Background: an optimization exercise with open tools, aiming at small area. Do not read the settings as production practice. The RTL was checked by simulation tests, not by an equivalence proof against the original design. Power figures rest on the tool's default switching activity, not on a simulated workload.

// sde_top
module sde_top (
    input  wire        clk,
    input  wire        rst,
    input  wire        bus_valid,
    input  wire        bus_write,
    input  wire [7:0]  bus_addr,
    input  wire [1:0]  bus_size,      
    input  wire [31:0] bus_wdata,
    output wire        bus_ready,
    output reg         bus_rvalid,
    output reg  [31:0] bus_rdata,
    input  wire [31:0] int_st,        
    output reg         pwm_valid,
    output reg  [3:0]  pwm_op,
    output wire [1:0]  pwm_ph,
    output reg  [31:0] pwm_data,
    input  wire [11:0] adc_raw,
    output reg         adc_valid,
    output reg  [1:0]  adc_op,
    input  wire [63:0] now_us
);
Size: ~2500 cells after synthesis, about 400 flip-flops, roughly 230 I/O pins.
clock: 24.0 ns
lec_check: 0
cap_margin: 10
core_margin: 2
core_utilization: 60
slew_margin: 10
synth_hierarchical: 1
buffer_ports_args: -buffer_cell sky130_fd_sc_hd__buf_1
cts_args: -sink_clustering_enable -repair_clock_nets -sink_clustering_size 16 -sink_clustering_max_diameter 50 -buf_list sky130_fd_sc_hd__clkbuf_8 -dont_use_dummy_load
standard.sh (not shown) runs the stock make flow with config.mk's settings and CLKGATE_MAP_FILE= SYNTH_SCRIPT=/design/flow/synth_recipe.tcl, a recipe that flattens the netlist after the stock synthesis.
==> flow/flow/run.sh <==
#!/bin/bash
# The standard layout (the standard.sh on ORFS, standard synthesis
# unchanged) with two changes to how the layout is made:
#  - the buffers that global placement puts on every input and output port
#    are the smallest buffer cell instead of ORFS's default choice;
#  - clock tree synthesis uses small clock buffers with small sink clusters
#    and inserts no dummy loads.
# Each tool's full output goes to the ORFS logs under orfs/logs and to
# standard.log here.
set -euo pipefail
cat >> config.mk <<'MK'
export BUFFER_PORTS_ARGS = -buffer_cell sky130_fd_sc_hd__buf_1
export CTS_ARGS = -sink_clustering_enable -repair_clock_nets -sink_clustering_size 16 -sink_clustering_max_diameter 50 -buf_list sky130_fd_sc_hd__clkbuf_8 -dont_use_dummy_load
MK
bash standard.sh > standard.log 2>&1
The baseline finished with timing, DRC and antenna clean.
Rerun with:
--- a/flow/flow/run.sh
+++ b/flow/flow/run.sh
@@ -11,5 +11,5 @@
 cat >> config.mk <<'MK'
 export BUFFER_PORTS_ARGS = -buffer_cell sky130_fd_sc_hd__buf_1
-export CTS_ARGS = -sink_clustering_enable -repair_clock_nets -sink_clustering_size 16 -sink_clustering_max_diameter 50 -buf_list sky130_fd_sc_hd__clkbuf_8 -dont_use_dummy_load
+export CTS_ARGS = -sink_clustering_enable -repair_clock_nets -sink_clustering_size 10 -sink_clustering_max_diameter 40 -buf_list sky130_fd_sc_hd__clkbuf_4 -dont_use_dummy_load
 MK
 bash standard.sh > standard.log 2>&1
==> flow/config.mk (replaced) <==
export PLATFORM = sky130hd
export DESIGN_NAME = sde_top
export DESIGN_NICKNAME = sde_top
export VERILOG_FILES = /design/flow/design.v
export SDC_FILE = /design/flow/constraint.sdc
export NUM_CORES = 4
export LEC_CHECK = 0
export CAP_MARGIN = 20
export CORE_MARGIN = 2
export CORE_UTILIZATION = 60
export SLEW_MARGIN = 20
export SYNTH_HIERARCHICAL = 1
export BUFFER_PORTS_ARGS = -buffer_cell sky130_fd_sc_hd__buf_1
export CTS_ARGS = -sink_clustering_enable -repair_clock_nets -sink_clustering_size 10 -sink_clustering_max_diameter 40 -buf_list sky130_fd_sc_hd__clkbuf_4 -dont_use_dummy_load
The changed run went through all stages and came out clean.
Register-to-register slack stays flat.
Synthesized area is unchanged.
Total power is lower by 2.2%.
Worst setup slack is better by 0.053 ns.
Sequential power hardly moves.
Maximum frequency is about the same.
Sequential share of layout area is higher by 0.17 points.


Another version of the RTL of sde_top (not shown whole).
Size: ~400 flip-flops.
export LEC_CHECK = 0
export CAP_MARGIN = 20
export CORE_MARGIN = 2
export CORE_UTILIZATION = 60
export SLEW_MARGIN = 20
export SYNTH_HIERARCHICAL = 1
export BUFFER_PORTS_ARGS = -buffer_cell sky130_fd_sc_hd__buf_1
export CTS_ARGS = -sink_clustering_enable -repair_clock_nets -sink_clustering_size 9 -sink_clustering_max_diameter 40 -buf_list sky130_fd_sc_hd__clkbuf_4 -dont_use_dummy_load
create_clock -name core_clock -period 24.0 [get_ports {clk}]
==> flow/flow/run.sh <==
#!/bin/bash
# The standard layout (the standard.sh on ORFS, standard synthesis
# unchanged) with two changes to how the layout is made:
#  - the buffers that global placement puts on every input and output port
#    are the smallest buffer cell instead of ORFS's default choice;
#  - clock tree synthesis uses small clock buffers with small sink clusters
#    and inserts no dummy loads.
# Each tool's full output goes to the ORFS logs under orfs/logs and to
# standard.log here.
set -euo pipefail
cat >> config.mk <<'MK'
export BUFFER_PORTS_ARGS = -buffer_cell sky130_fd_sc_hd__buf_1
export CTS_ARGS = -sink_clustering_enable -repair_clock_nets -sink_clustering_size 9 -sink_clustering_max_diameter 40 -buf_list sky130_fd_sc_hd__clkbuf_4 -dont_use_dummy_load
MK
bash standard.sh > standard.log 2>&1
Edit:
--- a/flow/flow/run.sh
+++ b/flow/flow/run.sh
@@ -12,3 +12,3 @@
 export BUFFER_PORTS_ARGS = -buffer_cell sky130_fd_sc_hd__buf_1
-export CTS_ARGS = -sink_clustering_enable -repair_clock_nets -sink_clustering_size 9 -sink_clustering_max_diameter 40 -buf_list sky130_fd_sc_hd__clkbuf_4 -dont_use_dummy_load
+export CTS_ARGS = -sink_clustering_enable -repair_clock_nets -sink_clustering_size 10 -sink_clustering_max_diameter 40 -buf_list sky130_fd_sc_hd__clkbuf_4 -dont_use_dummy_load
 MK
--- a/flow/config.mk
+++ b/flow/config.mk
@@ -13,2 +13,2 @@
 export BUFFER_PORTS_ARGS = -buffer_cell sky130_fd_sc_hd__buf_1
-export CTS_ARGS = -sink_clustering_enable -repair_clock_nets -sink_clustering_size 9 -sink_clustering_max_diameter 40 -buf_list sky130_fd_sc_hd__clkbuf_4 -dont_use_dummy_load
+export CTS_ARGS = -sink_clustering_enable -repair_clock_nets -sink_clustering_size 10 -sink_clustering_max_diameter 40 -buf_list sky130_fd_sc_hd__clkbuf_4 -dont_use_dummy_load
Wire length hardly moves. Cell count is about the same. Count of clock-buffer cells in the layout came out lower by 1. Cell area hardly moves. Area after synthesis is unchanged. Setup slack improved by 22 ps. Combinational power barely changes. Clock skew came out higher by 21 ps.

[what the ideal ports hide]
In the flow no input, the clock included, has a driving cell. The finished layouts below were timed again as built, in two steps.
Step 1, drivers: a clkbuf_16 drives clk and a buf_2 each remaining input, both assumed.
Step 2 times the ports against the registers' clock, not the clock port: input delays grow and output delays shrink by t, the midpoint of the rising clock arrivals with the driver on.
Slacks: no drivers / after step 1 / after step 2; pairs: no drivers / after step 1.
run | t (ns) | setup slack, ns | worst setup path after step 2 | worst register clock-pin slew, ns
the first run of note 1 | 0.654 | 1.118 / 1.096 / 1.096 | input to output | 0.10 / 0.10
the second run of note 1 | 0.863 | 1.171 / 1.148 / 1.148 | input to output | 0.11 / 0.11
the first run of note 2 | 0.836 | 1.076 / 1.051 / 1.051 | input to output | 0.11 / 0.11
the second run of note 2 | 0.836 | 1.099 / 1.073 / 1.073 | input to output | 0.12 / 0.12
After both steps every run listed still meets setup and hold. The setup slack of the second run of note 2, which loses most, moves by -0.026 ns with the drivers and by -0.026 ns with both steps.
